What follows belongs to an exercise in optimizing a design on an open flow for small area, a short achievable clock period and few clock cycles per item; a production flow would make more cautious choices.
Function was checked by simulation only, so behaviour that the tests miss may differ from the original.
Power figures rest on the tool's default switching activity, not on a simulated workload.

[flow/constraint.sdc]
create_clock -name core_clock -period 15.0 [get_ports {clk}]
set_input_delay 3.0000 -clock core_clock [delete_from_list [all_inputs] [get_ports {clk}]]
set_output_delay 3.0000 -clock core_clock [all_outputs]
set_load 0.01 [all_outputs]
[flow/config.mk]
export PLATFORM = sky130hd
export DESIGN_NAME = medusa_dsp
export DESIGN_NICKNAME = medusa_dsp
export VERILOG_FILES = /design/flow/design.v
export SDC_FILE = /design/flow/constraint.sdc
export NUM_CORES = 8
export LEC_CHECK = 0
export CAP_MARGIN = 20
export CORE_MARGIN = 2
export CORE_UTILIZATION = 60
export CTS_CLUSTER_DIAMETER = 70
export CTS_CLUSTER_SIZE = 24
export SLEW_MARGIN = 20
export SYNTH_HIERARCHICAL = 1
export TNS_END_PERCENT = 5
[flow/standard.sh]
#!/bin/bash
# synth_recipe.tcl (not shown) runs the flow's synth.tcl, then flattens the netlist and writes it again
# the make line also repeats each setting of config.mk as NAME=value (left out here)
make -C /OpenROAD-flow-scripts/flow DESIGN_CONFIG=/design/flow/config.mk WORK_HOME=/design/flow/orfs CLKGATE_MAP_FILE= SYNTH_SCRIPT=/design/flow/synth_recipe.tcl "${@:-finish}"
[flow/design.v]
module medusa_dsp (
    input  wire        clk,
    input  wire        rst,
    input  wire        bus_req,
    input  wire        bus_we,
    input  wire [11:0] bus_addr,
    input  wire [31:0] bus_wdata,
    output wire        bus_ack,
    output wire [31:0] bus_rdata
);
    reg signed [15:0] s_reg [0:7];
    reg        [31:0] phase [0:7];
    reg        [31:0] inc   [0:7];
    reg signed [15:0] fst   [0:3];
    reg        [11:0] fcut  [0:3];
    reg signed [15:0] ebuf  [0:15];
    reg signed [15:0] rbuf  [0:15];
    reg  [4:0]  echo_dly;      
    reg  [14:0] echo_fb;       
    reg         echo_hold;
    reg  [3:0]  echo_wr;
    reg  signed [2:0] rev_shift;   
    reg  [16:0] rev_mix;       
    reg         rev_dir;
    reg  [3:0]  rev_wr;
    reg  [5:0]  rev_rd;        
    reg  [16:0] env_depth;     
    reg  [15:0] env_atk;
    reg  [15:0] env_rel;
    reg  [21:0] env_t;
    reg  [16:0] env_val;
    reg  [4:0]  cr_bits;       
    reg  [8:0]  cr_rate;       
    reg  [7:0]  cr_cnt;
    reg  signed [15:0] cr_hold;
    reg  [31:0] pt_cur;
    reg  [31:0] pt_tgt;
    reg  [16:0] pt_glide;      
    reg  [31:0] freq;
    reg         st_ill;
    reg         st_buserr;
    integer i;
    wire        aligned = (bus_addr[1:0] == 2'b00);
    wire [31:0] w       = bus_wdata;
    wire [5:0]  op      = w[31:26];
    wire [4:0]  kk      = w[12:8];
    reg legal;
    always @(*) begin
        case (op)
            6'h00: legal = (w == 32'h0000_0000);
            6'h01: legal = ((w & 32'hFFFF_E0FF) == 32'h0400_0000) && (kk < 5'd8);
            6'h02: legal = ((w & 32'hFC7F_E0FF) == 32'h0800_0000) && (kk < 5'd8);
            6'h03: legal = ((w & 32'hFC7F_E0FF) == 32'h0C00_0000) && (kk < 5'd8);
            6'h04: legal = ((w & 32'hFC7F_E0FF) == 32'h1000_0000) && (kk < 5'd8);
            6'h05: legal = ((w & 32'hFC7F_E0FF) == 32'h1400_0000) && (kk < 5'd8);
            6'h06: legal = ((w & 32'hFFFE_E0FF) == 32'h1800_0000) && (kk < 5'd8);
            6'h07: legal = (w == 32'h1C00_0000);
            6'h08: legal = ((w & 32'hFC0F_FFFF) == 32'h2000_0000);
            6'h09: legal = ((w & 32'hFC0F_FFFF) == 32'h2400_0000);
            6'h10: legal = ((w & 32'hFC0F_E0FF) == 32'h4000_0000) && (kk < 5'd4);
            6'h11: legal = ((w & 32'hFC01_FFFF) == 32'h4400_0000);
            6'h12: legal = ((w & 32'hFC0F_FFFF) == 32'h4800_0000);
            6'h13: legal = ((w & 32'hFC0F_FFFF) == 32'h4C00_0000);
            6'h14: legal = ((w & 32'hFC0E_FFFF) == 32'h5000_0000);
            6'h20: legal = ((w & 32'hFC7F_0000) == 32'h8000_0000);
            6'h21: legal = ((w & 32'hFC0F_FFFF) == 32'h8400_0000);
            6'h22: legal = ((w & 32'hFFFF_E0FF) == 32'h8800_0000) && (kk < 5'd4);
            default: legal = 1'b0;
        endcase
    end
    reg         ir_valid;
    reg         ir_cmd;                    
    reg  [9:0]  ir_a;                      
    reg  [31:0] ir;                        
    reg         ir_legal;                  
    wire        ir_wait;                   
    reg         fp_valid;                  
    reg  [2:0]  fp_k;
    wire rd_s_addr = (bus_addr[11:5] == 7'b0000_001);
    wire rd_block  = ir_valid || fp_valid;
    wire acc_cmd   = (bus_addr[11:2] == 10'h005);
    reg  rd_cap;                               
    reg  [9:0]  rd_a;
    wire stall     = (ir_valid && ir_wait) ||
                     (!bus_we && aligned && (rd_block || (!rd_s_addr && !rd_cap)));
    assign bus_ack = bus_req && !stall;
    wire acc_wr    = bus_ack && aligned && bus_we;
    wire issue     = acc_wr;                   
    wire acc_bad   = bus_ack && !aligned;
    wire [5:0] xop = ir[31:26];
    wire [2:0] xrd = ir[25:23];
    wire [2:0] xra = ir[22:20];
    wire [2:0] xrb = ir[19:17];
    wire       xt  = ir[16];
    wire [2:0] xk8 = ir[10:8];
    wire [1:0] xk4 = ir[9:8];
    wire c_osc   = ir_cmd && ir_legal && (xop == 6'h01);
    wire c_shp   = ir_cmd && ir_legal && (xop[5:3] == 3'd0) && (xop[2:0] >= 3'd2) && (xop[2:0] <= 3'd5);
    wire c_ftoi  = ir_cmd && ir_legal && (xop == 6'h06);
    wire c_pstep = ir_cmd && ir_legal && (xop == 6'h07);
    wire c_crush = ir_cmd && ir_legal && (xop == 6'h08);
    wire c_srr   = ir_cmd && ir_legal && (xop == 6'h09);
    wire c_lpf   = ir_cmd && ir_legal && (xop == 6'h10);
    wire c_ring  = ir_cmd && ir_legal && (xop == 6'h11);
    wire c_echo  = ir_cmd && ir_legal && (xop == 6'h12);
    wire c_rtap  = ir_cmd && ir_legal && (xop == 6'h13);
    wire c_env   = ir_cmd && ir_legal && (xop == 6'h14);
    wire c_ldi   = ir_cmd && ir_legal && (xop == 6'h20);
    wire c_mov   = ir_cmd && ir_legal && (xop == 6'h21);
    wire c_uclr  = ir_cmd && ir_legal && (xop == 6'h22);
    wire x_go    = ir_valid && !ir_wait;
    wire r_wr    = x_go && !ir_cmd;
    wire r_s     = r_wr && (ir_a[9:3] == 7'b0000_001);    
    wire r_osc   = r_wr && (ir_a[9:4] == 6'b0001_00);     
    wire r_fst   = r_wr && (ir_a[9:2] == 8'h20);          
    wire r_fcut  = r_wr && (ir_a[9:2] == 8'h28);          
    wire r_dly   = r_wr && (ir_a == 10'h010);
    wire r_fb    = r_wr && (ir_a == 10'h011);
    wire r_hold  = r_wr && (ir_a == 10'h012);
    wire r_shift = r_wr && (ir_a == 10'h014);
    wire r_mix   = r_wr && (ir_a == 10'h015);
    wire r_dir   = r_wr && (ir_a == 10'h016);
    wire r_depth = r_wr && (ir_a == 10'h01C);
    wire r_atk   = r_wr && (ir_a == 10'h01D);
    wire r_rel   = r_wr && (ir_a == 10'h01E);
    wire r_bits  = r_wr && (ir_a == 10'h024);
    wire r_rate  = r_wr && (ir_a == 10'h025);
    wire r_ptcur = r_wr && (ir_a == 10'h028);
    wire r_pttgt = r_wr && (ir_a == 10'h029);
    wire r_ptgl  = r_wr && (ir_a == 10'h02A);
    wire r_freq  = r_wr && (ir_a == 10'h02B);
    wire ex_pstep = x_go && c_pstep;
    wire ex_env   = x_go && c_env;
    wire ex_uclr2 = x_go && c_uclr && (xk4 == 2'd2);
    wire        [2:0]  sa_i = xra;
    wire        [2:0]  ph_i = ir_valid ? xk8 : rd_a[3:1];
    wire signed [15:0] sa = s_reg[sa_i];
    wire        [31:0] ph = phase[ph_i];
    wire        [31:0] ic = inc[ph_i];
    wire signed [15:0] saw_v = $signed({1'b0, ph[31:17]}) - 16'sd16384;
    wire signed [15:0] sqr_v = ph[31] ? -16'sd16384 : 16'sd16383;
    wire        [13:0] tri_f = ph[29:16];
    reg  signed [15:0] tri_v;
    always @(*) begin
        case (ph[31:30])
            2'd0: tri_v = $signed({2'b00, tri_f});
            2'd1: tri_v = 16'sd16383 - $signed({2'b00, tri_f});
            2'd2: tri_v = -16'sd1 - $signed({2'b00, tri_f});
            default: tri_v = $signed({2'b00, tri_f}) - 16'sd16384;
        endcase
    end
    wire [7:0] fs_u = ph[31:24] + 8'd64;
    wire signed [15:0] fsin_v = fs_u[7] ? (16'sd16383 - $signed({1'b0, fs_u[6:0], 8'b0}))
                                        : ($signed({1'b0, fs_u[6:0], 8'b0}) - 16'sd16384);
    wire [15:0] cr_low   = (16'h0001 << (5'd16 - cr_bits)) - 16'h0001;
    wire [15:0] cr_step  = 16'h0001 << (5'd16 - cr_bits);
    wire [15:0] cr_trunc = sa & ~cr_low;
    wire signed [15:0] crush_v = (sa[15] && ((sa & cr_low) != 16'h0000)) ?
                                 $signed(cr_trunc + cr_step) : $signed(cr_trunc);
    wire        srr_cap  = (cr_cnt == 8'd0);
    wire signed [15:0] srr_v = srr_cap ? sa : cr_hold;
    wire [8:0]  srr_inc  = {1'b0, cr_cnt} + 9'd1;
    wire        srr_le   = (srr_inc <= cr_rate);
    reg         srr_le_r;                  
    reg         srr_chg;                   
    reg         m_ok, m_run;
    reg  [3:0]  m_cnt;
    reg  [8:0]  m_rem;
    wire [7:0]  srr_cnt_n = !srr_le ? m_rem[7:0] :
                            (srr_inc == cr_rate) ? 8'd0 : srr_inc[7:0];
    wire [3:0]  echo_ri  = echo_wr - echo_dly[3:0];
    wire signed [15:0] echo_wet = ebuf[echo_ri];
    wire        echo_on  = (echo_dly != 5'd0);
    wire signed [15:0] rev_t   = rbuf[rev_rd[5:2]];
    wire [5:0]  rev_st  = 6'd1 << (rev_shift + 3'sd2);
    wire [5:0]  rev_rd_n = rev_dir ? (rev_rd - rev_st) : (rev_rd + rev_st);
    reg  [20:0] env_A, env_R;
    reg  [39:0] e_p;
    wire [22:0] env_ar  = {2'b00, env_A} + {2'b00, env_R};
    wire        e_atk   = ({1'b0, env_t} < {2'b00, env_A});
    wire        e_rel   = !e_atk && ({1'b0, env_t} < env_ar);
    wire [16:0] env_g   = e_atk ? (17'd32768 - {1'b0, e_p[15:0]}) :
                          e_rel ? (17'd32768 - env_depth + {1'b0, e_p[15:0]}) : 17'd32768;
    wire [16:0] env_gx  = xt ? 17'd32768 : env_g;
    wire [22:0] env_tn  = {1'b0, env_t} + 23'd1;
    wire [21:0] env_t_n = xt ? 22'd1 : (env_tn >= env_ar) ? 22'd0 : env_tn[21:0];
    reg  signed [15:0] x1_sv;
    always @(*) begin
        case (xop)
            6'h02:   x1_sv = saw_v;
            6'h03:   x1_sv = sqr_v;
            6'h04:   x1_sv = tri_v;
            6'h05:   x1_sv = fsin_v;
            6'h08:   x1_sv = crush_v;
            6'h09:   x1_sv = srr_v;
            6'h12:   x1_sv = echo_on ? echo_wet : sa;
            6'h20:   x1_sv = ir[15:0];
            default: x1_sv = sa;                                   
        endcase
    end
    wire x1_sw = x_go && (c_shp || c_crush || c_srr || c_echo || c_ldi || c_mov);
    localparam [2:0] M_LPF = 3'd0, M_RTAP = 3'd3;
    reg  signed [16:0] x2_mx;
    reg  signed [15:0] x2_my;
    reg                x2_y32k;                
    reg  signed [15:0] x2_base;
    wire        [2:0]  x2_op = xop[2:0];
    wire        s_w1 = x1_sw || r_s;
    wire [2:0]  s_i1 = ir_cmd ? xrd : ir_a[2:0];
    wire [15:0] s_v1 = ir_cmd ? x1_sv : ir[15:0];
    reg         x_retry;
    wire        p_ir = ir_valid && x_retry;
    wire [5:0]  p_op = p_ir ? xop : op;
    wire [2:0]  a_ra = p_ir ? xra : w[22:20];
    wire [2:0]  a_rb = p_ir ? xrb : w[19:17];
    wire [1:0]  a_k4 = p_ir ? xk4 : w[9:8];
    wire        a_t  = p_ir ? xt  : w[16];
    wire        a_mul = (op[5:3] == 3'b010) && (op[2:0] <= 3'd4);           
    wire signed [15:0] a_sa = (s_w1 && s_i1 == a_ra) ? $signed(s_v1) : s_reg[a_ra];
    wire signed [15:0] a_sb = (s_w1 && s_i1 == a_rb) ? $signed(s_v1) : s_reg[a_rb];
    wire signed [15:0] a_fst = fst[a_k4];
    wire        [16:0] a_g   = a_t ? 17'd32768 : env_g;
    wire x_mulS = ir_valid && (c_lpf || c_ring || c_rtap || c_env);         
    reg  x3_valid;
    wire a_conf = a_mul && (
          (x_mulS && ((w[22:20] == xrd) || ((op == 6'h11) && (w[19:17] == xrd))))
       || (ir_valid && (!ir_cmd || c_uclr))
       || ((op == 6'h10) && ir_valid && c_lpf && (w[9:8] == xk4))
       || ((op == 6'h12) && ((ir_valid && c_echo) || x3_valid))
       || ((op == 6'h13) && ir_valid && c_rtap)
       || ((op == 6'h14) && ((ir_valid && c_env) || (!w[16] && !e_ok))));
    wire x_rhold = (c_echo && x3_valid) || (c_env && !xt && !e_ok);
    wire               m_lpf  = (p_op[2:0] == 3'd0);
    wire signed [16:0] m_diff;                 
    medusa_sub17 u_msub (
        .a (m_lpf ? a_sa  : rev_t),
        .b (m_lpf ? a_fst : a_sa),
        .d (m_diff)
    );
    reg signed [16:0] mx;
    reg signed [15:0] my;
    reg signed [15:0] mbase;
    reg               my32k;
    always @(*) begin
        case (p_op[2:0])
            3'd0:    begin my32k = 1'b0;
                           mx = m_diff;                            my = $signed({4'd0, fcut[a_k4]}); mbase = a_fst; end  
            3'd1:    begin my32k = 1'b0;
                           mx = a_sa;                              my = a_sb;                         mbase = a_sa;  end  
            3'd2:    begin my32k = echo_hold;
                           mx = echo_wet;                          my = {1'b0, echo_fb};              mbase = a_sa;  end  
            3'd3:    begin my32k = rev_mix[15];
                           mx = rev_mix[15] ? $signed({rev_t[15], rev_t}) : m_diff;
                           my = {1'b0, rev_mix[14:0]};                                                mbase = a_sa;  end  
            default: begin my32k = a_g[15];
                           mx = a_sa;                              my = {1'b0, a_g[14:0]};            mbase = 16'sd0; end  
        endcase
    end
    reg  [16:0] b_yx;
    reg  [33:0] b_pp [0:8];
    reg  [17:0] b_m, b_v;
    reg  [7:0]  b_neg;
    reg         b_one, b_two;
    reg  [15:0] b_rv;
    always @(*) begin
        b_yx = {x2_my, 1'b0};
        for (i = 0; i < 8; i = i + 1) begin
            b_neg[i] = b_yx[2*i+2] & ~(b_yx[2*i+1] & b_yx[2*i]);
            b_one    = b_yx[2*i+1] ^ b_yx[2*i];
            b_two    = (b_yx[2*i+2] & ~b_yx[2*i+1] & ~b_yx[2*i]) | (~b_yx[2*i+2] & b_yx[2*i+1] & b_yx[2*i]);
            b_m      = b_one ? {x2_mx[16], x2_mx} : b_two ? {x2_mx, 1'b0} : 18'd0;
            b_v      = b_m ^ {18{b_neg[i]}};
            if (i == 0)
                b_pp[0] = {2'b11, 12'b0101_0101_0101, ~b_v[17], b_v[17], b_v[17], b_v[16:0]};
            else
                b_pp[i] = {16'd0, ~b_v[17], b_v[16:0]} << (2*i);
        end
        for (i = 1; i < 8; i = i + 1) b_pp[i][2*i-2] = b_neg[i-1];
        b_rv = x2_y32k ? x2_mx[15:0] : x2_base;
        b_pp[8] = x2_y32k ? {{3{b_rv[15]}}, b_rv, 15'd0} :
                  (x2_op == M_LPF)  ? {{6{b_rv[15]}}, b_rv, 12'd0} :
                  (x2_op == M_RTAP) ? {{3{b_rv[15]}}, b_rv, 15'd0} : 34'd0;
        b_pp[8][14] = b_pp[8][14] | b_neg[7];       
    end
    wire [33:0] c1s0 = b_pp[0] ^ b_pp[1] ^ b_pp[2];
    wire [33:0] c1c0 = {(b_pp[0][32:0] & b_pp[1][32:0]) | (b_pp[0][32:0] & b_pp[2][32:0]) | (b_pp[1][32:0] & b_pp[2][32:0]), 1'b0};
    wire [33:0] c1s1 = b_pp[3] ^ b_pp[4] ^ b_pp[5];
    wire [33:0] c1c1 = {(b_pp[3][32:0] & b_pp[4][32:0]) | (b_pp[3][32:0] & b_pp[5][32:0]) | (b_pp[4][32:0] & b_pp[5][32:0]), 1'b0};
    wire [33:0] c1s2 = b_pp[6] ^ b_pp[7] ^ b_pp[8];
    wire [33:0] c1c2 = {(b_pp[6][32:0] & b_pp[7][32:0]) | (b_pp[6][32:0] & b_pp[8][32:0]) | (b_pp[7][32:0] & b_pp[8][32:0]), 1'b0};
    wire [33:0] c2s0 = c1s0 ^ c1c0 ^ c1s1;
    wire [33:0] c2c0 = {(c1s0[32:0] & c1c0[32:0]) | (c1s0[32:0] & c1s1[32:0]) | (c1c0[32:0] & c1s1[32:0]), 1'b0};
    wire [33:0] c2s1 = c1c1 ^ c1s2 ^ c1c2;
    wire [33:0] c2c1 = {(c1c1[32:0] & c1s2[32:0]) | (c1c1[32:0] & c1c2[32:0]) | (c1s2[32:0] & c1c2[32:0]), 1'b0};
    wire [33:0] c3s0 = c2s0 ^ c2c0 ^ c2s1;
    wire [33:0] c3c0 = {(c2s0[32:0] & c2c0[32:0]) | (c2s0[32:0] & c2s1[32:0]) | (c2c0[32:0] & c2s1[32:0]), 1'b0};
    wire [33:0] c4s0 = c3s0 ^ c3c0 ^ c2c1;
    wire [33:0] c4c0 = {(c3s0[32:0] & c3c0[32:0]) | (c3s0[32:0] & c2c1[32:0]) | (c3c0[32:0] & c2c1[32:0]), 1'b0};
    wire [33:0] prod = c4s0 + c4c0;
    wire               x2_rsat = c_ring && (x2_mx == -17'sd32768) && (x2_my == -16'sd32768);
    wire signed [15:0] x2_sv   = x2_rsat ? 16'sd32767 :
                                 (x2_op == M_LPF) ? prod[27:12] : prod[30:15];
    wire               x_mul   = x_go && (c_lpf || c_ring || c_rtap || c_env);
    reg         [3:0]  x3_wi;
    reg  signed [18:0] echo_f;
    reg  signed [15:0] x3_base;
    wire signed [18:0] echo_fg  = ((echo_f < 19'sd50) && (echo_f > -19'sd50)) ? 19'sd0 : echo_f;
    wire signed [18:0] echo_sum = x3_base + echo_fg;
    wire signed [15:0] echo_in  = (echo_sum > 19'sd32767) ? 16'sd32767 :
                                  (echo_sum < -19'sd32768) ? -16'sd32768 : echo_sum[15:0];
    reg         pn_valid, pn_run, pn_fin;
    reg  [2:0]  pn_cnt;
    reg  signed [34:0] pn_acc;
    wire signed [33:0] pt_ndc = $signed({2'b00, pt_cur}) - $signed({2'b00, pt_tgt});
    reg  signed [33:0] pt_nd;                             
    wire [16:0] pt_h  = 17'd65536 - pt_glide;
    reg  [15:0] pn_h;                                     
    wire [1:0]  pn_hb = pn_h[1:0];
    wire signed [34:0] pn_d0 = pn_fin ? {3'b000, pt_tgt} : pn_hb[0] ? {pt_nd[33], pt_nd} : 35'sd0;
    wire signed [34:0] pn_d1 = pn_hb[1] ? {pt_nd[33], pt_nd} : 35'sd0;
    wire signed [34:0] pn_s0 = pn_acc + pn_d0;
    wire signed [34:0] pn_a1 = pn_s0 >>> 1;
    wire signed [34:0] pn_s1 = pn_a1 + pn_d1;
    wire signed [34:0] pn_a2 = pn_s1 >>> 1;
    wire        pt_snap = (pn_acc < 35'sd65536) && (pn_acc > -35'sd65536);
    wire [31:0] pnext   = pt_snap ? pt_tgt : pn_s0[31:0];
    wire ev_pt = r_ptcur || r_pttgt || r_ptgl || ex_pstep;
    always @(posedge clk) begin
        if (rst || ev_pt) begin
            pn_valid <= 1'b0;
            pn_run   <= 1'b0;
            pn_fin   <= 1'b0;
        end else if (pn_fin) begin
            pn_acc   <= {3'b000, pnext};
            pn_fin   <= 1'b0;
            pn_valid <= 1'b1;
        end else if (pn_run) begin
            if (pt_h[16] || pt_h == 17'd0) begin
                pn_acc <= pt_h[16] ? {pt_nd[33], pt_nd} : 35'sd0;
                pn_run <= 1'b0;
                pn_fin <= 1'b1;
            end else begin
                pn_acc <= pn_a2;
                pn_h   <= {2'b00, pn_h[15:2]};
                pn_cnt <= pn_cnt + 3'd1;
                if (pn_cnt == 3'd7) begin
                    pn_run <= 1'b0;
                    pn_fin <= 1'b1;
                end
            end
        end else if (!pn_valid) begin
            pn_run <= 1'b1;
            pn_cnt <= 3'd0;
            pn_acc <= 35'sd0;
            pt_nd  <= pt_ndc;
            pn_h   <= pt_h[15:0];
        end
    end
    localparam [1:0] FS_NEXT = 2'd0, FS_CUR = 2'd1, FS_FREQ = 2'd2;
    reg         f_run, f_done;
    reg  [1:0]  f_src;
    reg  [2:0]  f_cnt;
    reg  [14:0] f_rem;
    reg  [31:0] f_q;
    wire [1:0]  f_need   = xt ? FS_FREQ : FS_CUR;
    wire        f_match  = (f_src == f_need);
    wire        ftoi_ok  = f_done && f_match;
    wire        ex_ftoi  = x_go && c_ftoi;
    wire        f_go     = ex_ftoi && !ftoi_ok && !(f_run && f_match);    
    wire        f_spec   = !fp_valid && pn_valid && !ev_pt &&
                           !((f_run || f_done) && (f_src == FS_NEXT)) && !(ir_valid && c_ftoi);
    wire [31:0] f_in     = f_go ? (xt ? freq : pt_cur) : pn_acc[31:0];
    wire [31:0] f_clip   = (f_in > 32'd722534400) ? 32'd722534400 : f_in;
    reg  [14:0] f_r [0:4];
    reg  [31:0] f_qq [0:4];
    reg  [15:0] f_t;
    always @(*) begin
        f_r[0]  = f_rem;
        f_qq[0] = f_q;
        for (i = 0; i < 4; i = i + 1) begin
            f_t = {f_r[i], f_qq[i][31]} - 16'd22050;
            if ({f_r[i], f_qq[i][31]} >= 16'd22050) begin
                f_r[i+1]  = f_t[14:0];
                f_qq[i+1] = {f_qq[i][30:0], 1'b1};
            end else begin
                f_r[i+1]  = {f_r[i][13:0], f_qq[i][31]};
                f_qq[i+1] = {f_qq[i][30:0], 1'b0};
            end
        end
    end
    wire f_kill = (f_src == FS_FREQ) ? r_freq :
                  (f_src == FS_CUR)  ? (r_ptcur || ex_pstep) :
                                       (r_ptcur || r_pttgt || r_ptgl);
    wire fp_put  = fp_valid && f_done;                    
    always @(posedge clk) begin
        if (rst) begin
            f_run    <= 1'b0;
            f_done   <= 1'b0;
            f_src    <= FS_NEXT;
            fp_valid <= 1'b0;
        end else begin
            if (f_run) begin
                f_rem <= f_r[4];
                f_q   <= f_qq[4];
                f_cnt <= f_cnt + 3'd1;
                if (f_cnt == 3'd7) begin
                    f_run  <= 1'b0;
                    f_done <= 1'b1;
                end
            end
            if (fp_valid) begin
                if (fp_put) begin
                    fp_valid <= 1'b0;
                    f_run    <= 1'b0;
                    f_done   <= 1'b0;
                end
            end else if (ex_ftoi && !ftoi_ok) begin
                fp_valid <= 1'b1;
                fp_k     <= xk8;
            end
            if (f_go) begin
                f_src  <= f_need;
                f_run  <= 1'b1;
                f_done <= 1'b0;
                f_cnt  <= 3'd0;
                f_rem  <= {1'b0, f_clip[29:16]};
                f_q    <= {f_clip[15:0], 16'd0};
            end else if (!fp_valid && !(ex_ftoi && !ftoi_ok)) begin
                if (ex_pstep && f_src == FS_NEXT) begin
                    f_src <= FS_CUR;        
                end else if (f_kill) begin
                    f_run  <= 1'b0;
                    f_done <= 1'b0;
                end else if (f_spec) begin
                    f_src  <= FS_NEXT;
                    f_run  <= 1'b1;
                    f_done <= 1'b0;
                    f_cnt  <= 3'd0;
                    f_rem  <= {1'b0, f_clip[29:16]};
                    f_q    <= {f_clip[15:0], 16'd0};
                end
            end
        end
    end
    localparam [2:0] E_IDLE = 3'd0, E_D20 = 3'd1, E_D20F = 3'd2, E_MUL = 3'd3,
                     E_DIVS = 3'd4, E_DIV = 3'd5;
    reg         a_ok, r_ok, e_ok, e_isr, e_ia;
    reg  [2:0]  e_st;
    reg  [3:0]  e_cnt;
    reg  [22:0] e_x3;
    wire [21:0] e_tc    = e_atk ? env_t : (env_t - {1'b0, env_A});
    wire [20:0] e_dv    = e_ia ? env_A : env_R;
    wire [15:0] e_src20 = e_isr ? env_rel : env_atk;
    reg  [18:0] e_madd;
    always @(*) begin
        case (e_p[1:0])
            2'd0:    e_madd = 19'd0;
            2'd1:    e_madd = {2'b00, env_depth};
            2'd2:    e_madd = {1'b0, env_depth, 1'b0};
            default: e_madd = e_x3[18:0];
        endcase
    end
    wire [18:0] e_ms  = {1'b0, e_p[39:22]} + e_madd;
    wire [39:0] e_mn  = {1'b0, e_ms, e_p[21:2]};
    wire [22:0] e_d1  = (e_st == E_D20) ? 23'd20 : {2'b00, e_dv};
    wire [22:0] e_d3  = (e_st == E_D20) ? 23'd60 : e_x3;
    wire [23:0] e_y   = {e_p[37:16], e_p[15:14]};
    wire [24:0] e_t1  = {1'b0, e_y} - {2'b00, e_d1};
    wire [24:0] e_t2  = {1'b0, e_y} - {1'b0, e_d1, 1'b0};
    wire [24:0] e_t3  = {1'b0, e_y} - {2'b00, e_d3};
    wire [39:0] e_dn  = !e_t3[24] ? {e_t3[23:0], e_p[13:0], 2'd3} :
                        !e_t2[24] ? {e_t2[23:0], e_p[13:0], 2'd2} :
                        !e_t1[24] ? {e_t1[23:0], e_p[13:0], 2'd1} :
                                    {e_y,        e_p[13:0], 2'd0};
    wire [21:0] e_a22 = {2'b00, e_src20, 4'b0000} + {4'b0000, e_src20, 2'b00}
                      + {5'b00000, e_src20, 1'b0} + {6'd0, e_p[15:0]};
    wire [20:0] e_anew = (e_a22 == 22'd0) ? 21'd1 : e_a22[20:0];
    wire ev_env = r_depth || r_atk || r_rel || ex_env || ex_uclr2;
    always @(posedge clk) begin
        if (rst) begin
            a_ok <= 1'b0;
            r_ok <= 1'b0;
            e_ok <= 1'b0;
            e_st <= E_IDLE;
        end else begin
            case (e_st)
                E_D20: begin
                    e_p   <= e_dn;
                    e_cnt <= e_cnt + 4'd1;
                    if (e_cnt == 4'd7) e_st <= E_D20F;
                end
                E_D20F: begin
                    if (e_isr) begin env_R <= e_anew; r_ok <= 1'b1; end
                    else       begin env_A <= e_anew; a_ok <= 1'b1; end
                    e_st <= E_IDLE;
                end
                E_MUL: begin
                    e_p   <= e_mn;
                    e_cnt <= e_cnt + 4'd1;
                    if (e_cnt == 4'd10) e_st <= E_DIVS;
                end
                E_DIVS: begin
                    e_x3  <= {1'b0, e_dv, 1'b0} + {2'b00, e_dv};
                    e_cnt <= 4'd0;
                    e_st  <= E_DIV;
                end
                E_DIV: begin
                    e_p   <= e_dn;
                    e_cnt <= e_cnt + 4'd1;
                    if (e_cnt == 4'd7) begin
                        e_ok <= 1'b1;
                        e_st <= E_IDLE;
                    end
                end
                default: begin
                    if (!e_ok) begin
                        e_cnt <= 4'd0;
                        if (!a_ok) begin
                            e_isr <= 1'b0;
                            e_p   <= {24'd0, env_atk};
                            e_st  <= E_D20;
                        end else if (!r_ok) begin
                            e_isr <= 1'b1;
                            e_p   <= {24'd0, env_rel};
                            e_st  <= E_D20;
                        end else if (e_atk || e_rel) begin
                            e_p   <= {18'd0, e_tc};
                            e_ia  <= e_atk;
                            e_x3  <= {4'd0, env_depth, 1'b0} + {5'd0, env_depth};
                            e_st  <= E_MUL;
                        end else begin
                            e_ok  <= 1'b1;
                        end
                    end
                end
            endcase
            if (r_atk) a_ok <= 1'b0;
            if (r_rel) r_ok <= 1'b0;
            if (ev_env) begin
                e_ok <= 1'b0;
                e_st <= E_IDLE;
            end
        end
    end
    wire [9:0] m_y = {m_rem, srr_inc[4'd8 - m_cnt]};
    wire [9:0] m_t = m_y - {1'b0, cr_rate};
    always @(posedge clk) begin
        srr_le_r <= srr_le;
        srr_chg  <= rst || (x_go && (c_srr || (c_uclr && xk4 == 2'd3))) || r_rate;
    end
    always @(posedge clk) begin
        if (rst || x_go) begin
            m_ok  <= 1'b0;
            m_run <= 1'b0;
        end else if (m_run) begin
            m_rem <= m_t[9] ? m_y[8:0] : m_t[8:0];
            m_cnt <= m_cnt + 4'd1;
            if (m_cnt == 4'd8) begin
                m_run <= 1'b0;
                m_ok  <= 1'b1;
            end
        end else if (ir_valid && c_srr && !srr_le && !m_ok) begin
            m_run <= 1'b1;
            m_cnt <= 4'd0;
            m_rem <= 9'd0;
        end
    end
    assign ir_wait = x_retry ||
                     (c_ftoi && fp_valid) ||
                     (c_osc && fp_valid && (xk8 == fp_k)) ||
                     (!ir_cmd && fp_valid && (ir_a[9:4] == 6'b0001_00) && ir_a[0]) ||      
                     (c_pstep && !pn_valid) ||
                     (c_env && !xt && !e_ok) ||
                     (c_srr && (srr_chg || (!srr_le_r && !m_ok)));
    wire signed [15:0] rd_s    = s_reg[bus_addr[4:2]];
    wire        [31:0] rd_osc  = rd_a[0] ? ic : ph;
    wire signed [15:0] rd_fst  = fst[rd_a[1:0]];
    wire        [11:0] rd_fcut = fcut[rd_a[1:0]];
    wire        [31:0] rd_arr  = (rd_a[9:4] == 6'b0001_00)  ? rd_osc :
                                 (rd_a[9:2] == 8'h20)       ? {{16{rd_fst[15]}}, rd_fst} :
                                 (rd_a[9:2] == 8'h28)       ? {20'd0, rd_fcut} :
                                                              32'd0;
    reg [31:0] rd_reg;
    always @(*) begin
        case ({rd_a, 2'b00})
            12'h000: rd_reg = {30'd0, st_buserr, st_ill};
            12'h004: rd_reg = 32'h0000_0408;
            12'h008: rd_reg = 32'd16;
            12'h00C: rd_reg = 32'd16;
            12'h010: rd_reg = 32'd22050;
            12'h040: rd_reg = {27'd0, echo_dly};
            12'h044: rd_reg = {17'd0, echo_fb};
            12'h048: rd_reg = {31'd0, echo_hold};
            12'h04C: rd_reg = {28'd0, echo_wr};
            12'h050: rd_reg = {{29{rev_shift[2]}}, rev_shift};
            12'h054: rd_reg = {15'd0, rev_mix};
            12'h058: rd_reg = {31'd0, rev_dir};
            12'h05C: rd_reg = {28'd0, rev_wr};
            12'h060: rd_reg = {26'd0, rev_rd};
            12'h070: rd_reg = {15'd0, env_depth};
            12'h074: rd_reg = {16'd0, env_atk};
            12'h078: rd_reg = {16'd0, env_rel};
            12'h07C: rd_reg = {10'd0, env_t};
            12'h080: rd_reg = {15'd0, env_val};
            12'h090: rd_reg = {27'd0, cr_bits};
            12'h094: rd_reg = {23'd0, cr_rate};
            12'h098: rd_reg = {24'd0, cr_cnt};
            12'h09C: rd_reg = {{16{cr_hold[15]}}, cr_hold};
            12'h0A0: rd_reg = pt_cur;
            12'h0A4: rd_reg = pt_tgt;
            12'h0A8: rd_reg = {15'd0, pt_glide};
            12'h0AC: rd_reg = freq;
            default: rd_reg = rd_arr;
        endcase
    end
    always @(posedge clk) begin
        rd_a <= bus_addr[11:2];
        if (rst) rd_cap <= 1'b0;
        else     rd_cap <= bus_req && !bus_we && aligned && !rd_s_addr && !bus_ack;
    end
    medusa_rdout u_rdout (
        .aligned (aligned),
        .sel_s   (rd_s_addr),
        .s_val   (rd_s),
        .r_val   (rd_reg),
        .rdata   (bus_rdata)
    );
    wire [31:0] d        = ir;
    wire        d_hi0    = (d[31:16] == 16'd0);
    wire [4:0]  wr_dly   = (d > 32'd16) ? 5'd16 : d[4:0];
    wire [14:0] wr_fb    = (d > 32'd31129) ? 15'd31129 : d[14:0];
    wire [2:0]  wr_shift = ($signed(d) > 32'sd2) ? 3'sd2 : ($signed(d) < -32'sd2) ? -3'sd2 : d[2:0];
    wire [16:0] wr_q15   = (d > 32'd32768) ? 17'd32768 : d[16:0];
    wire [15:0] wr_ms    = d_hi0 ? d[15:0] : 16'hFFFF;
    wire [4:0]  wr_bits  = (d > 32'd16) ? 5'd16 : (d == 32'd0) ? 5'd1 : d[4:0];
    wire [8:0]  wr_rate  = (d > 32'd256) ? 9'd256 : (d == 32'd0) ? 9'd1 : d[8:0];
    wire [16:0] wr_glide = (d > 32'd65536) ? 17'd65536 : d[16:0];
    wire [11:0] wr_cut   = (d > 32'd4095) ? 12'd4095 : d[11:0];
    always @(posedge clk) begin
        if (rst) begin
            ir_valid <= 1'b0;
            x3_valid <= 1'b0;
            x_retry  <= 1'b0;
        end else begin
            if (issue)     ir_valid <= 1'b1;
            else if (x_go) ir_valid <= 1'b0;
            if (issue)     x_retry  <= a_conf;
            else           x_retry  <= x_retry && x_rhold;
            x3_valid <= x_go && c_echo && echo_on;
        end
    end
    always @(posedge clk) begin
        if (issue) begin
            ir     <= w;
            ir_cmd <= acc_cmd;
            ir_legal <= legal;
            ir_a   <= bus_addr[11:2];
        end
        x2_mx   <= mx;
        x2_my   <= my32k ? 16'sd0 : my;
        x2_y32k <= my32k;
        x2_base <= mbase;
        x3_wi   <= echo_wr;
        echo_f  <= prod[33:15];
        x3_base <= x2_base;
    end
    wire        [15:0] s_wd1  = rst ? 16'd0 : s_v1;
    wire        [31:0] ph_sum;
    medusa_add32 u_phadd (.a(ph), .b(ic), .s(ph_sum));
    wire        [31:0] ph_wd  = rst ? 32'd0 : r_osc ? d : ph_sum;
    wire               ic_bus = r_osc && ir_a[0];
    wire        [31:0] ic_wd  = rst ? 32'd0 : ic_bus ? d : f_q;
    wire               ft_bus = r_fst;
    wire        [15:0] ft_wd  = rst ? 16'd0 : ft_bus ? d[15:0] : prod[27:12];
    wire        [11:0] fc_wd  = rst ? 12'd4095 : wr_cut;
    wire               eb_clr = rst || (x_go && c_uclr && (xk4 == 2'd0));
    wire        [15:0] eb_wd  = eb_clr ? 16'd0 : echo_in;
    wire               rb_clr = rst || (x_go && c_uclr && (xk4 == 2'd1));
    wire        [15:0] rb_wd  = rb_clr ? 16'd0 : sa;
    always @(posedge clk) begin
        for (i = 0; i < 8; i = i + 1) begin
            if (rst || (s_w1 && s_i1 == i))   s_reg[i] <= s_wd1;
            else if (x_mul && xrd == i)       s_reg[i] <= x2_sv;
            if (rst || (x_go && c_osc && xk8 == i) || (r_osc && !ir_a[0] && ir_a[3:1] == i))
                phase[i] <= ph_wd;
            if (rst || (fp_put && fp_k == i) || (ex_ftoi && ftoi_ok && xk8 == i) || (ic_bus && ir_a[3:1] == i))
                inc[i] <= ic_wd;
        end
        for (i = 0; i < 4; i = i + 1) begin
            if (rst || (ft_bus && ir_a[1:0] == i) || (x_go && c_lpf && xk4 == i))
                fst[i] <= ft_wd;
            if (rst || (r_fcut && ir_a[1:0] == i))
                fcut[i] <= fc_wd;
        end
        for (i = 0; i < 16; i = i + 1) begin
            if (eb_clr || (x3_valid && x3_wi == i))              ebuf[i] <= eb_wd;
            if (rb_clr || (x_go && c_rtap && rev_wr == i))       rbuf[i] <= rb_wd;
        end
    end
    always @(posedge clk) begin
        if (rst) begin
            echo_dly  <= 5'd0;
            echo_fb   <= 15'd0;
            echo_hold <= 1'b0;
            echo_wr   <= 4'd0;
            rev_shift <= 3'sd0;
            rev_mix   <= 17'd0;
            rev_dir   <= 1'b1;
            rev_wr    <= 4'd0;
            rev_rd    <= 6'd0;
            env_depth <= 17'd0;
            env_atk   <= 16'd10;
            env_rel   <= 16'd100;
            env_t     <= 22'd0;
            env_val   <= 17'd32768;
            cr_bits   <= 5'd16;
            cr_rate   <= 9'd1;
            cr_cnt    <= 8'd0;
            cr_hold   <= 16'sd0;
            pt_cur    <= 32'd0;
            pt_tgt    <= 32'd0;
            pt_glide  <= 17'd65536;
            freq      <= 32'd0;
            st_ill    <= 1'b0;
            st_buserr <= 1'b0;
        end else begin
            if (ex_pstep) pt_cur <= pn_acc[31:0];
            if (x_go && c_srr) begin
                if (srr_cap) cr_hold <= sa;
                cr_cnt <= srr_cnt_n;
            end
            if (x_go && c_echo && echo_on) echo_wr <= echo_wr + 4'd1;
            if (x_go && c_rtap) begin
                rev_wr <= rev_wr + 4'd1;
                rev_rd <= rev_rd_n;
            end
            if (ex_env) begin
                env_val <= env_gx;
                env_t   <= env_t_n;
            end
            if (x_go && c_uclr) begin
                case (xk4)
                    2'd0: begin
                        echo_wr <= 4'd0;
                    end
                    2'd1: begin
                        rev_wr <= 4'd0;
                        rev_rd <= 6'd0;
                    end
                    2'd2: begin
                        env_t   <= 22'd0;
                        env_val <= 17'd32768;
                    end
                    default: begin
                        cr_cnt  <= 8'd0;
                        cr_hold <= 16'sd0;
                    end
                endcase
            end
            if (r_dly)   echo_dly  <= wr_dly;
            if (r_fb)    echo_fb   <= wr_fb;
            if (r_hold)  echo_hold <= d[0];
            if (r_shift) rev_shift <= wr_shift;
            if (r_mix)   rev_mix   <= wr_q15;
            if (r_dir)   rev_dir   <= d[0];
            if (r_depth) env_depth <= wr_q15;
            if (r_atk)   env_atk   <= wr_ms;
            if (r_rel)   env_rel   <= wr_ms;
            if (r_bits)  cr_bits   <= wr_bits;
            if (r_rate)  cr_rate   <= wr_rate;
            if (r_ptcur) pt_cur    <= d;
            if (r_pttgt) pt_tgt    <= d;
            if (r_ptgl)  pt_glide  <= wr_glide;
            if (r_freq)  freq      <= d;
            if (x_go && ir_cmd && !ir_legal) st_ill <= 1'b1;
            if (acc_bad) st_buserr <= 1'b1;
        end
    end
endmodule
module medusa_rdout (
    input  wire        aligned,
    input  wire        sel_s,
    input  wire [15:0] s_val,
    input  wire [31:0] r_val,
    output wire [31:0] rdata
);
    assign rdata = !aligned ? 32'd0 : sel_s ? {{16{s_val[15]}}, s_val} : r_val;
endmodule
module medusa_add32 (
    input  wire [31:0] a,
    input  wire [31:0] b,
    output wire [31:0] s
);
    assign s = a + b;
endmodule
module medusa_sub17 (
    input  wire signed [15:0] a,
    input  wire signed [15:0] b,
    output wire signed [16:0] d
);
    assign d = $signed({a[15], a}) - $signed({b[15], b});
endmodule
[flow/flow/run.sh]
#!/bin/bash
# Layout: the standard flow (standard.sh) unchanged, except that timing repair aims
# for 7.5 ns of setup slack beyond the constraint. Output of the flow: standard.log here,
# and each step's own log under orfs/logs/.
set -euo pipefail
bash standard.sh SETUP_SLACK_MARGIN=7.5 finish > standard.log 2>&1
==> results of run 1 <==
==> cells in the final DEF, fill, tap and decap left out, drive strengths merged, types with 82 or more instances in the layout <==
cell type,instances
a211oi,248
nor2,1137
o211ai,82
nor2b,151
nand4,96
a31oi,104
nand2,1509
o22ai,105
buf,497
inv,538
nor3,229
dfxtp,418
xnor2,316
mux2,85
a22oi,440
mux2i,321
clkbuf,159
and2,110
nand3,380
mux4,113
a221oi,112
edfxtp,1571
fa,161
a21o,114
a21oi,847
xor2,254
nand2b,129
ha,564
o21ai,685
==> critical path: cells and delay by family, from the launching register on <==
family | cells | cell delay, ns
AOI/OAI and AO/OA | 2 | 0.65
buffers and inverters | 2 | 0.59
DFF | 1 | 0.54
muxes | 1 | 0.15
and+or+nand+nor | 6 | 2.13
==> stage by stage <==
step	std cells	setup slack, ns	cell area (sq um)	hold WS, ns
final	15375	7.04	136000	0.380
after global routing	15353	7.18	136000	0.378
after CTS	15277	7.20	135000	0.379
after detailed placement	14979	4.78	129000	0.366
after global placement	14975	4.97	128000	0.373
after floorplan	12649	7.19	124000	0.344
==> worst paths after layout <==
check,cells after the start,from,endpoint
setup reg to reg,28,env_A[1],x2_my[5]
hold / removal,0,x2_base[9],x3_base[9]
hold reg to reg,0,x2_base[9],x3_base[9]
setup / recovery,11,rd_a[5],bus_rdata[14]
==> kinds of logic (layout without fill, tap and decap cells) <==
kind of cell	after synthesis	count (layout)	share of synthesized area
and+or+nand+nor	4083	4085	0.148
buffers and inverters	1293	1299	0.0403
AOI/OAI and AO/OA	3469	3470	0.186
other	0	29	0
muxes	519	519	0.0541
xor gates and xnor gates	570	570	0.0402
adders and majority gates	726	726	0.0829
DFF	1989	1989	0.448
==> power breakdown <==
part	internal, mW	switching [mW]	leakage, nW
logic	6.74	12.5	29.7
registers	8.76	0.908	19.1
clock network	1.85	2.22	2.21
==> modules after synthesis, one instance, submodules excluded <==
module,cells,times used,cell area [sq um],flops+latches
medusa_rdout,73,1,564,0
medusa_add32,275,1,2050,0
medusa_dsp,12165,1,121000,1989
medusa_sub17,136,1,920,0
==> layout make-up <==
class	instances	share of cell area
clock inverter	84	0.00874
timing repair buffer	563	0.0368
tap	2688	0.0247
antenna	29	0.000532
multi-input combinational	9370	0.483
sequential	1989	0.407
clock buffer	146	0.0249
inverter	506	0.0141
==> repair_timing <==
item,4_1_cts,5_1_grt
gates resized for setup,358,192
hold buffers,0,0
pin swaps,28,27
setup endpoints to repair,343,443
setup buffers,59,56
gates cloned,9,10
==> layer usage <==
metal,global-route usage,vias to the layer above,routed length (microns)
li1,-,46721,-
met1,0.584,53278,177000
met2,0.676,8533,212000
met3,0.144,2082,69500
met4,0.328,32,45600
met5,0.000918,-,285
==> impl_results.md, run 1 <==
- CTS max path bufs: 3
- Worst Hold Class: reg -> reg
- Distinct cells, synth: 126
- Synth Instances: 12649
- CP Class: reg -> out
- Final WL: 504000 microns
- Final Setup Violations: 0
- CTS sink count: 1989
- DR DRC count: 0
- Yosys top cell area share: 0.380
- Initial DRT Pass Iterations: 10
- Avg Synthesized Cell Area: 9.81 sq um
- Fill count: 15898
- Layout cell share with drive strength beyond 1: 0.110
- Post-synth EDFFs: 1571
- Antenna viol nets, final: 0
- Synth warn: 17
- Setup crit end kind: output pin
- Root buffer cell: clkbuf_16
- Register area share after synthesis: 0.448
- Measured slew at the worst slew-check pin: approximately 1.4 ns
- CP startpoint kind: flip-flop
- IO buf count: 80
- Die width: about 460 microns
- Final Max Tran Viols: 0
- FF+latch count, synth: 1989
- Slowest stage delay, CP: around 0.54 ns
- Reg clk slew, reported paths: 0.09 ns
- Clock skew: 0.0628 ns
- Die Height: 459 microns
- DR vias/cell: 7.20
- Area of the mapped netlist: roughly 0.12 sq mm
- Placer Congestion: 1.07
- TNS Setup: 0 ns
- Core ar.: 0.205 sq mm
- Pwr/cell area: 242 mW/mm^2
- Worst vdd ir: around 900 uV
- Top FF cell, synth: edfxtp_1
- Die Footprint: 0.210 sq mm
- Worst Path Required: 12.00 ns
- Area Growth Syn to Fin: 9.95%
- Initial Util: 0.605
- Most common cell on crit path: nor2b_1
- Largest net degree at the start of global routing: 111
- Period minus WS final: 7.96 ns
- Hold Violations, Final: 0
- Slowest-stage cell, CP: dfxtp_1
- Final net count: about 13000
- Crit-path max FO: 10
- Num CTS Buffers: ~130
- Avg WL per Cell: 32.8 microns
- First-pass GRT wire length: 712000 microns
- Status: timing/DRC/antenna clean
- Synth area leaders: edfxtp_1, dfxtp_1, ha_1
- Multi-input gate area: 0.0659 sq mm
- Final Core Density: 0.666
- DR vias: approximately 110k
- Worst skew pair latency: 0.91 ns
- Grt total ovfl: 0
- Async SR Flop Fraction: 0
- Synth Net Count: ~13000
- Most numerous cell in the Yosys netlist: edfxtp_1
- Static leakage power: 51.0 nW
- Relative slew slack: 0.0701
- IO Count: a little over 80
- Synth cell count leaders: edfxtp_1, nand2_1, nor2_1, a21oi_1, clkbuf_1
- Htree depth: 4
- Post-synth top area cell: edfxtp_1
- Max-cap violations: 0
- Total GRT Usage: 0.463
- Number of global-route vias before repair: 102653
- Fmax: 126 MHz
- Tcrit/Tclk final: 0.530
- RSZ-0062 raised after global routing: yes
- Final total power: 33.0 mW
- FP Rows: ~170
- Total area of sequential cells: 0.0556 sq mm
- CTS tree: yes
- R2r setup slk: 7.39 ns
- Crit path arrival time: around 5.0 ns
- Crit-path cells: nor2b_1 > nand2_1 > or2_2 > nor2_1 > buf_4 > a222oi_1 > and4_1 > a32oi_2 > mux2i_1 > nor2b_1 > dlygate4sd2_1
- Dpl hpwl: ~350000 microns
- Initial antenna violation count: 42
- Initial detailed-routing violation count: 19175
Testbench counts, summed over its fixed seeds: cycles 66,281, accesses 56,468.
==> run 2, diff against run 1 <==
--- a/flow/design.v
+++ b/flow/design.v
@@ -664,7 +664,8 @@
         echo_f  <= prod[33:15];
         x3_base <= x2_base;
     end
-    wire        [15:0] s_wd1  = rst ? 16'd0 : s_v1;
+    wire               s_we   = s_w1 || x_mul;
+    wire        [15:0] s_wd   = rst ? 16'd0 : x_mul ? x2_sv : s_v1;
     wire        [31:0] ph_sum;
     medusa_add32 u_phadd (.a(ph), .b(ic), .s(ph_sum));
     wire        [31:0] ph_wd  = rst ? 32'd0 : r_osc ? d : ph_sum;
@@ -679,8 +680,7 @@
     wire        [15:0] rb_wd  = rb_clr ? 16'd0 : sa;
     always @(posedge clk) begin
         for (i = 0; i < 8; i = i + 1) begin
-            if (rst || (s_w1 && s_i1 == i))   s_reg[i] <= s_wd1;
-            else if (x_mul && xrd == i)       s_reg[i] <= x2_sv;
+            if (rst || (s_we && s_i1 == i))   s_reg[i] <= s_wd;
             if (rst || (x_go && c_osc && xk8 == i) || (r_osc && !ir_a[0] && ir_a[3:1] == i))
                 phase[i] <= ph_wd;
             if (rst || (fp_put && fp_k == i) || (ex_ftoi && ftoi_ok && xk8 == i) || (ic_bus && ir_a[3:1] == i))
==> impl_results.md, run 2 <==
- Area of the mapped netlist: 0.122 sq mm
- Yosys top cell area share: 0.386
- Total GRT Usage: 0.488
- Initial detailed-routing violation count: 21043
- First-pass GRT wire length: 735000 microns
- CTS sink count: 1989
- Fmax: around 130 MHz
- Final net count: 13073
- Die width: 456 microns
- Final WL: 525000 microns
- Core ar.: a little over 0.2 sq mm
- Dpl hpwl: 368000 microns
- Fin cells: 15130
- WHS: between 0.4 and 0.5 ns
- DR vias/cell: 7.32
- Pre-CTS worst setup slack: approximately 4.4 ns
- Final Core Density: 0.677
- Tcrit/Tclk final: 0.530
- Final WS setup: 7.06 ns
- Pwr/cell area: 191 mW/mm^2
- Fill count: around 15000
- Delay-heaviest family, CP: buffers and inverters
- Layout cell share with drive strength beyond 1: 0.126
- CTS max path bufs: 3
- Top FF cell, synth: edfxtp_1
- Dpl cells: 14660
- Largest net degree at the start of global routing: 132
- Die Height: between 400 and 500 microns
- Max-cap violations: 0
- Final Setup Violations: 0
- Post-synth EDFFs: 1571
- TNS Setup: 0 ns
- Most frequent cells in the layout: edfxtp_1, nand2_1, nor2_1
- Synth Net Count: 13041
- Seq pwr share: 0.317
- DR vias: approximately 110k
- Sw Pwr: 11.9 mW
- Setup crit end kind: output pin
- Worst vdd ir: about 660 uV
- Crit-path max FO: 21
- Static leakage power: between 50 and 60 nW
- Post-synth top area cell: edfxtp_1
- Num CTS Buffers: around 140
- Number of global-route vias before repair: 103191
- Root buffer cell: clkbuf_16
- Period minus WS final: 7.94 ns
- Hold buffers post-CTS: 0
- Placer Congestion: 1.15
- Avg WL per Cell: 34.7 microns
- Clk pwr share: 0.167
- Crit path arrival time: 4.94 ns
- Most numerous cell in the Yosys netlist: edfxtp_1
- Avg Synthesized Cell Area: 9.97 sq um
- Synth area leaders: edfxtp_1, dfxtp_1, ha_1
- Distinct cells, synth: 119
- Initial Util: 0.605
- Final Max Tran Viols: 0
- Most common cell on crit path: buf_16
- RSZ-0062 raised after global routing: yes
- FP Rows: about 170
- IO buf count: 80
- FF+latch count, synth: 1989
- Status: timing/DRC/antenna clean
- Worst Hold Class: reg -> reg
- Sw frac: 0.456
- Initial antenna violation count: 56
- Worst path bufs/invs: 6
- Register area share after synthesis: 0.454
- Synth warn: 17
- Commonest non-fill, non-tap cell in the layout: edfxtp_1
- Async SR Flop Fraction: 0
- Synth cell count leaders: edfxtp_1, nand2_1, nor2_1, a21oi_1, o21ai_0
- IO Count: 81
- Int Pwr: ~14 mW
- Hold Violations, Final: 0
- Crit-path cells: buf_12 > clkinv_1 > buf_6 > o21a_4 > buf_16 > buf_16 > mux4_2 > nor2_1 > nor3_4 > mux2_2 > nand2_1 > a31oi_4 > mux2i_4 > nor2b_1 > clkbuf_2
- Htree depth: 4
- CP startpoint kind: flip-flop
- Slowest stage delay, CP: around 0.60 ns
- Clock skew: 0.0675 ns
- DR DRC count: 0
- CP Class: reg -> out
- Initial DRT Pass Iterations: 13
- CTS tree: yes
- Synth Instances: about 12000
- Reg clk slew, reported paths: 0.09 ns
- Combinational Power Share: 0.516
- Worst skew pair latency: 0.92 ns
- Slowest-stage cell, CP: a31oi_4
- Die Footprint: ~0.21 sq mm
- Relative slew slack: 0.0886
- Worst Path Required: 12.00 ns
- Antenna viol nets, final: 0
- Area Growth Syn to Fin: 12.0%
- Grt total ovfl: 0
- Measured slew at the worst slew-check pin: 1.35 ns
run 2: per-layer routing:
layer / up-vias / part of all wire / routed length [microns] / track usage
met5: - / 0.00098 / 515 / 0.00184
met4: 46 / 0.080 / 42200 / 0.323
met3: 2039 / 0.17 / 86700 / 0.209
met2: 9598 / 0.41 / 213000 / 0.679
met1: 53270 / 0.35 / 182000 / 0.617
li1: 45736 / - / - / -
run 2: logic make-up after synthesis:
kind of cell	share of synthesized area
simple gates	0.140
flops	0.454
xor+xnor	0.0416
fa+ha+maj	0.0844
compound gates	0.186
mux	0.0556
buf+inv	0.0382
run 2: power by group through the flow:
stage	registers [mW]	logic (mW)	clock network, mW
after floorplan	8.05	8.19	0
after global placement	8.30	11.9	0
after detailed placement	8.37	12.3	0
after CTS	8.26	12.6	4.32
after global routing	8.36	14.2	4.50
final	8.30	13.5	4.36
run 2: path summary, 6_finish.rpt:
check	from	end	slack (ns)	cells past startpoint
worst min-delay path	x2_base[1]	x3_base[1]	0.42	0
worst min register to register	x2_base[1]	x3_base[1]	0.42	0
worst max register to register	ir[27]	s_reg[1][11]	7.42	25
worst max-delay path	rd_a[1]	bus_rdata[6]	7.06	15
run 2: Yosys stat by module (local to each module, per instance):
module	cells	flip-flops and latches	copies in the design
medusa_rdout	73	0	1
medusa_add32	275	0	1
medusa_sub17	136	0	1
medusa_dsp	11781	1989	1
run 2: area by class of cell:
class	count	area [sq um]	area share
clock buffers	159	3670	0.0268
flip-flops and latches	1989	55600	0.406
inverters	490	1900	0.0139
repair buffers	610	5650	0.0412
multi-input cells	9064	65200	0.476
well taps	2672	3340	0.0244
diodes	52	130	0.000950
clock inverters	94	1480	0.0108
run 2: repair_timing:
item | 4_1_cts | 5_1_grt
cloned | 13 | 3
pin swaps | 48 | 76
gates resized for setup | 464 | 314
setup buffers | 77 | 64
setup endpoints to repair | 353 | 231
run 2: through the flow:
| step | instance area [sq um] | total power [mW] |
|---|---|---|
| 6_report | 137000 | 26.1 |
| 5_1_grt | 137000 | 27.1 |
| 4_1_cts | 135000 | 25.2 |
| 3_5_place_dp | 127000 | 20.7 |
| 3_3_place_gp | 127000 | 20.2 |
| 2_1_floorplan | 122000 | 16.2 |
run 2: worst register-to-register path: stages (launching register included):
cell and delay [ns]:
edfxtp_1 0.38, buf_4 0.24, nand2_1 0.39, nor2_1 0.21, buf_4 0.31, a22oi_1 0.15
o21ai_0 0.25, fa_1 0.50, fa_1 0.52, inv_1 0.06, fa_1 0.48, inv_1 0.05
fa_1 0.49, ha_1 0.34, a21o_1 0.20, nand2_1 0.05, o21ai_1 0.11, o41ai_2 0.23
buf_4 0.19, o21ai_2 0.12, or4_1 0.46, nand2_1 0.13, o21ai_1 0.17, nor2_1 0.41
mux2i_1 0.16, a221oi_2 0.69
Testbench counts of run 2, summed over its fixed seeds: cycles 66,281, accesses 56,468.
==> run 3, diff against run 2 <==
--- a/flow/design.v
+++ b/flow/design.v
@@ -73,6 +73,7 @@
     reg  [9:0]  ir_a;                      
     reg  [31:0] ir;                        
     reg         ir_legal;                  
+    reg         w_osc, w_ftoi, w_pstep, w_env0, w_srr, w_incw;
     wire        ir_wait;                   
     reg         fp_valid;                  
     reg  [2:0]  fp_k;
@@ -566,20 +567,20 @@
         end
     end
     assign ir_wait = x_retry ||
-                     (c_ftoi && fp_valid) ||
-                     (c_osc && fp_valid && (xk8 == fp_k)) ||
-                     (!ir_cmd && fp_valid && (ir_a[9:4] == 6'b0001_00) && ir_a[0]) ||      
-                     (c_pstep && !pn_valid) ||
-                     (c_env && !xt && !e_ok) ||
-                     (c_srr && (srr_chg || (!srr_le_r && !m_ok)));
+                     (w_ftoi && fp_valid) ||
+                     (w_osc && fp_valid && (xk8 == fp_k)) ||
+                     (w_incw && fp_valid) ||                    
+                     (w_pstep && !pn_valid) ||
+                     (w_env0 && !e_ok) ||
+                     (w_srr && (srr_chg || (!srr_le_r && !m_ok)));
     wire signed [15:0] rd_s    = s_reg[bus_addr[4:2]];
-    wire        [31:0] rd_osc  = rd_a[0] ? ic : ph;
+    reg                rd_g_ph, rd_g_ic, rd_g_fst, rd_g_fcut;
     wire signed [15:0] rd_fst  = fst[rd_a[1:0]];
     wire        [11:0] rd_fcut = fcut[rd_a[1:0]];
-    wire        [31:0] rd_arr  = (rd_a[9:4] == 6'b0001_00)  ? rd_osc :
-                                 (rd_a[9:2] == 8'h20)       ? {{16{rd_fst[15]}}, rd_fst} :
-                                 (rd_a[9:2] == 8'h28)       ? {20'd0, rd_fcut} :
-                                                              32'd0;
+    wire        [31:0] rd_arr  = ({32{rd_g_ph}}  & ph) |
+                                 ({32{rd_g_ic}}  & ic) |
+                                 ({32{rd_g_fst}} & {{16{rd_fst[15]}}, rd_fst}) |
+                                 ({32{rd_g_fcut}} & {20'd0, rd_fcut});
     reg [31:0] rd_reg;
     always @(*) begin
         case ({rd_a, 2'b00})
@@ -614,7 +615,11 @@
         endcase
     end
     always @(posedge clk) begin
-        rd_a <= bus_addr[11:2];
+        rd_a      <= bus_addr[11:2];
+        rd_g_ph   <= (bus_addr[11:6] == 6'b0001_00) && !bus_addr[2];
+        rd_g_ic   <= (bus_addr[11:6] == 6'b0001_00) &&  bus_addr[2];
+        rd_g_fst  <= (bus_addr[11:4] == 8'h20);
+        rd_g_fcut <= (bus_addr[11:4] == 8'h28);
         if (rst) rd_cap <= 1'b0;
         else     rd_cap <= bus_req && !bus_we && aligned && !rd_s_addr && !bus_ack;
     end
@@ -654,6 +659,12 @@
             ir     <= w;
             ir_cmd <= acc_cmd;
             ir_legal <= legal;
+            w_osc   <= acc_cmd && legal && (op == 6'h01);
+            w_ftoi  <= acc_cmd && legal && (op == 6'h06);
+            w_pstep <= acc_cmd && legal && (op == 6'h07);
+            w_srr   <= acc_cmd && legal && (op == 6'h09);
+            w_env0  <= acc_cmd && legal && (op == 6'h14) && !w[16];
+            w_incw  <= !acc_cmd && (bus_addr[11:6] == 6'b0001_00) && bus_addr[2];
             ir_a   <= bus_addr[11:2];
         end
         x2_mx   <= mx;
==> impl_results.md, run 3 <==
- Antenna viol nets, final: 0
- CTS max path bufs: 3
- Num CTS Buffers: 139
- Relative slew slack: 0.176
- Final WL: 484000 microns
- Worst Hold Class: reg -> reg
- Crit path arrival time: 4.88 ns
- Pre-CTS worst setup slack: 5.73 ns
- Synth warn: 17
- Number of global-route vias before repair: 99730
- DR WL met3: around 69000 microns
- Area Growth Syn to Fin: 9.64%
- Hold Violations, Final: 0
- Register area share after synthesis: 0.458
- Avg WL per Cell: around 32 microns
- DR vias/cell: approximately 7.1
- Measured slew at the worst slew-check pin: between 1 and 1.5 ns
- CTS tree: yes
- Pwr/cell area: ~190 mW/mm^2
- Final WS setup: around 7.1 ns
- M1 WL: ~170000 microns
- DR DRC count: 0
- Final net count: 13022
- Top FF cell, synth: edfxtp_1
- Fmax: 127 MHz
- Slowest stage delay, CP: 0.87 ns
- Fill count: 15819
- CTS sink count: 1999
- WHS: 0.406 ns
- Top routing layer in use: met5
- Status: timing/DRC/antenna clean
- Root buffer cell: clkbuf_16
- Hold buffers post-CTS: 0
- Crit-path cells: buf_4 > buf_8 > or2_2 > nor2_1 > buf_4 > a222oi_1 > nand3_1 > nor3_1 > nor2_2 > mux2i_4 > nor2b_1 > buf_2
- Tcrit/Tclk final: 0.526
- Commonest non-fill, non-tap cell in the layout: nand2_1
- Dpl hpwl: 341000 microns
- FF+latch count, synth: between 1500 and 2000
- TNS Setup: 0 ns
- Total area of sequential cells: roughly 0.056 sq mm
- Largest net degree at the start of global routing: 131
- Delay-heaviest family, CP: simple AND/OR/NAND/NOR gates
- Slowest-stage cell, CP: a222oi_1
- First-pass GRT wire length: 689000 microns
- Final Setup Violations: 0
- Most common cell on crit path: buf_4
- Max-cap violations: 0
- Area of the mapped netlist: between 0.1 and 0.15 sq mm
- Initial detailed-routing violation count: 18140
- Multi-input gate area: 0.0634 sq mm
- Layout cell share with drive strength beyond 1: 0.105
- Htree depth: 4
- Clock skew: 0.0428 ns
- IO Count: a little over 80
- Yosys top cell area share: 0.388
- Final Max Tran Viols: 0
- Core ar.: 0.202 sq mm
- Worst vdd ir: 793 uV
- CP Class: reg -> out
- Die Height: ~450 microns
- Total GRT Usage: 0.457
- Die width: 455 microns
- Crit-path max FO: 22
- DR vias: 107511
- Met2 wire length: roughly 200000 microns
- Static leakage power: slightly below 50 nW
- IO buf count: 80
- Synth Instances: 12355
- Worst skew pair latency: roughly 0.85 ns
- Placer Congestion: roughly 1.1
- Period minus WS final: 7.88 ns
- CP startpoint kind: flip-flop
- Final total power: 25.2 mW
- Avg Synthesized Cell Area: 9.87 sq um
- Distinct cells, synth: 125
- Initial DRT Pass Iterations: 11
- Most frequent cells in the layout: nand2_1, edfxtp_1, a21oi_1
- Post-synth top area cell: edfxtp_1
- FP Rows: 165
- Worst Path Required: 12.00 ns
- Synth Net Count: 13131
- Synth cell count leaders: nand2_1, edfxtp_1, a21oi_1, nor2_1, clkbuf_1
- Post-synth EDFFs: 1577
- Reg clk slew, reported paths: 0.09 ns
- Async SR Flop Fraction: 0
- Worst path bufs/invs: 4
- RSZ-0062 raised after global routing: yes
- Die Footprint: 0.207 sq mm
- Initial Util: 0.603
- Initial antenna violation count: 30
- Setup crit end kind: output pin
- Grt total ovfl: 0
- Most numerous cell in the Yosys netlist: nand2_1
- Synth area leaders: edfxtp_1, dfxtp_1, ha_1
[run 3: cell types whose count changed in the layout (fill, tap and decap cells not counted), sizes merged, moves of 30 or more]
| cell | before | now |
|---|---|---|
| a22oi | 435 | 541 |
| mux4 | 118 | 73 |
| a211oi | 165 | 115 |
| o21ai | 675 | 639 |
| nand2 | 1477 | 1600 |
| nand3 | 311 | 442 |
| mux2i | 307 | 250 |
| buf | 537 | 449 |
| nor2 | 979 | 886 |
| o22ai | 91 | 129 |
| inv | 525 | 555 |
[run 3: path summary, 6_finish.rpt]
| path | depth (start not counted) | from | slack, ns | endpoint |
|---|---|---|---|---|
| hold / removal | 0 | x2_base[3] | 0.41 | x3_base[3] |
| setup reg to reg | 29 | echo_dly[2] | 7.35 | x2_mx[10] |
| hold reg to reg | 0 | x2_base[3] | 0.41 | x3_base[3] |
| setup / recovery | 12 | rd_a[1] | 7.12 | bus_rdata[8] |
[run 3: worst reg2reg max path: cells and delay by family (launching register included)]
family | cells | cell delay, ns
adders and majority gates | 2 | 0.87
muxes | 1 | 0.18
and+or+nand+nor | 8 | 1.91
xor gates and xnor gates | 1 | 0.09
AOI/OAI and AO/OA | 14 | 3.24
buffers and inverters | 3 | 0.65
DFF | 1 | 0.57
[run 3: metal layers]
| layer | GRT usage | vias to the layer above |
|---|---|---|
| met4 | 0.284 | 24 |
| met2 | 0.668 | 8150 |
| met1 | 0.588 | 51901 |
| met5 | 0 | - |
| li1 | - | 45613 |
| met3 | 0.148 | 1823 |
[run 3: cell type report]
cell class,count,share of cell area
multi-input combinational,9084,0.474
sequential,1999,0.418
timing repair buffer,503,0.0328
clock buffer,158,0.0273
tap,2672,0.0250
inverter,519,0.0147
clock inverter,79,0.00778
antenna,23,0.000431
[run 3: what timing repair did]
action                                  CTS  global route
gates cloned                             10             3
hold endpoints to repair                  0             0
setup buffers                            56            21
pin swaps                                20            11
gates resized for setup                 369           117
endpoints found under the setup margin  413           477
[run 3: report_power, final]
part | leakage (nW) | switching, mW | total (mW) | internal (mW)
Clock | 2.26 | 2.21 | 4.10 | 1.88
Combinational | 28.1 | 8.55 | 12.9 | 4.33
Sequential | 19.2 | 0.557 | 8.18 | 7.62
[run 3: modules after synthesis, one instance, submodules excluded]
module	area [sq um]	cells inside	copies in the design
medusa_rdout	564	73	1
medusa_sub17	910	129	1
medusa_add32	2050	275	1
medusa_dsp	118000	11878	1
[run 3: cells by family after synthesis]
kind of cell,synth area share
flip-flops,0.458
XOR/XNOR,0.0406
AND/OR/NAND/NOR,0.145
multiplexers,0.0423
AO/OA/AOI/OAI,0.189
buffers and inverters,0.0405
adder cells (fa/ha/maj),0.0846
[run 3: per-stage QoR]
step                utilization  area (sq um)  std cells
floorplan                     -        122000      12355
global placement          0.625        126000      14672
detailed placement        0.626        126000      14683
CTS                       0.657        133000      14986
global route              0.661        134000      15020
finish                    0.661        134000      15037
Testbench counts of run 3, summed over its fixed seeds: cycles 66,281, accesses 56,468.

afterwards: timing with drivers on the ports:
In the flow no input, the clock included, has a driving cell. The finished layouts below were timed again as built, in two steps.
Step 1 assumes that a clkbuf_16 drives the clock port and a buf_2 every other input.
Step 2 adds t to the input delays and takes it off the output delays; t is the mean of the earliest and latest rising clock arrival at the registers after step 1. Input paths then give back, and output paths get back, about the clock's delay inside the block.
Slacks: ideal / step 1 / step 2; pairs: ideal / step 1.
| run | shift t [ns] | slack for setup (ns) | worst setup path after step 2 | worst register clock-pin slew, ns | worst slew at a driven data input, ns |
|---|---|---|---|---|---|
| run 1 | 0.964 | 7.044 / 6.751 / 6.751 | input to output | 0.10 / 0.10 | 0.41 |
| run 2 | 0.988 | 7.055 / 6.954 / 6.699 | input to register | 0.10 / 0.10 | 0.33 |
| run 3 | 0.943 | 7.116 / 7.013 / 6.469 | input to register | 0.10 / 0.10 | 0.21 |
After both steps setup and hold are still met in every run listed. The setup slack of run 3, which loses most, moves by -0.103 ns with the drivers and by -0.647 ns with both steps.
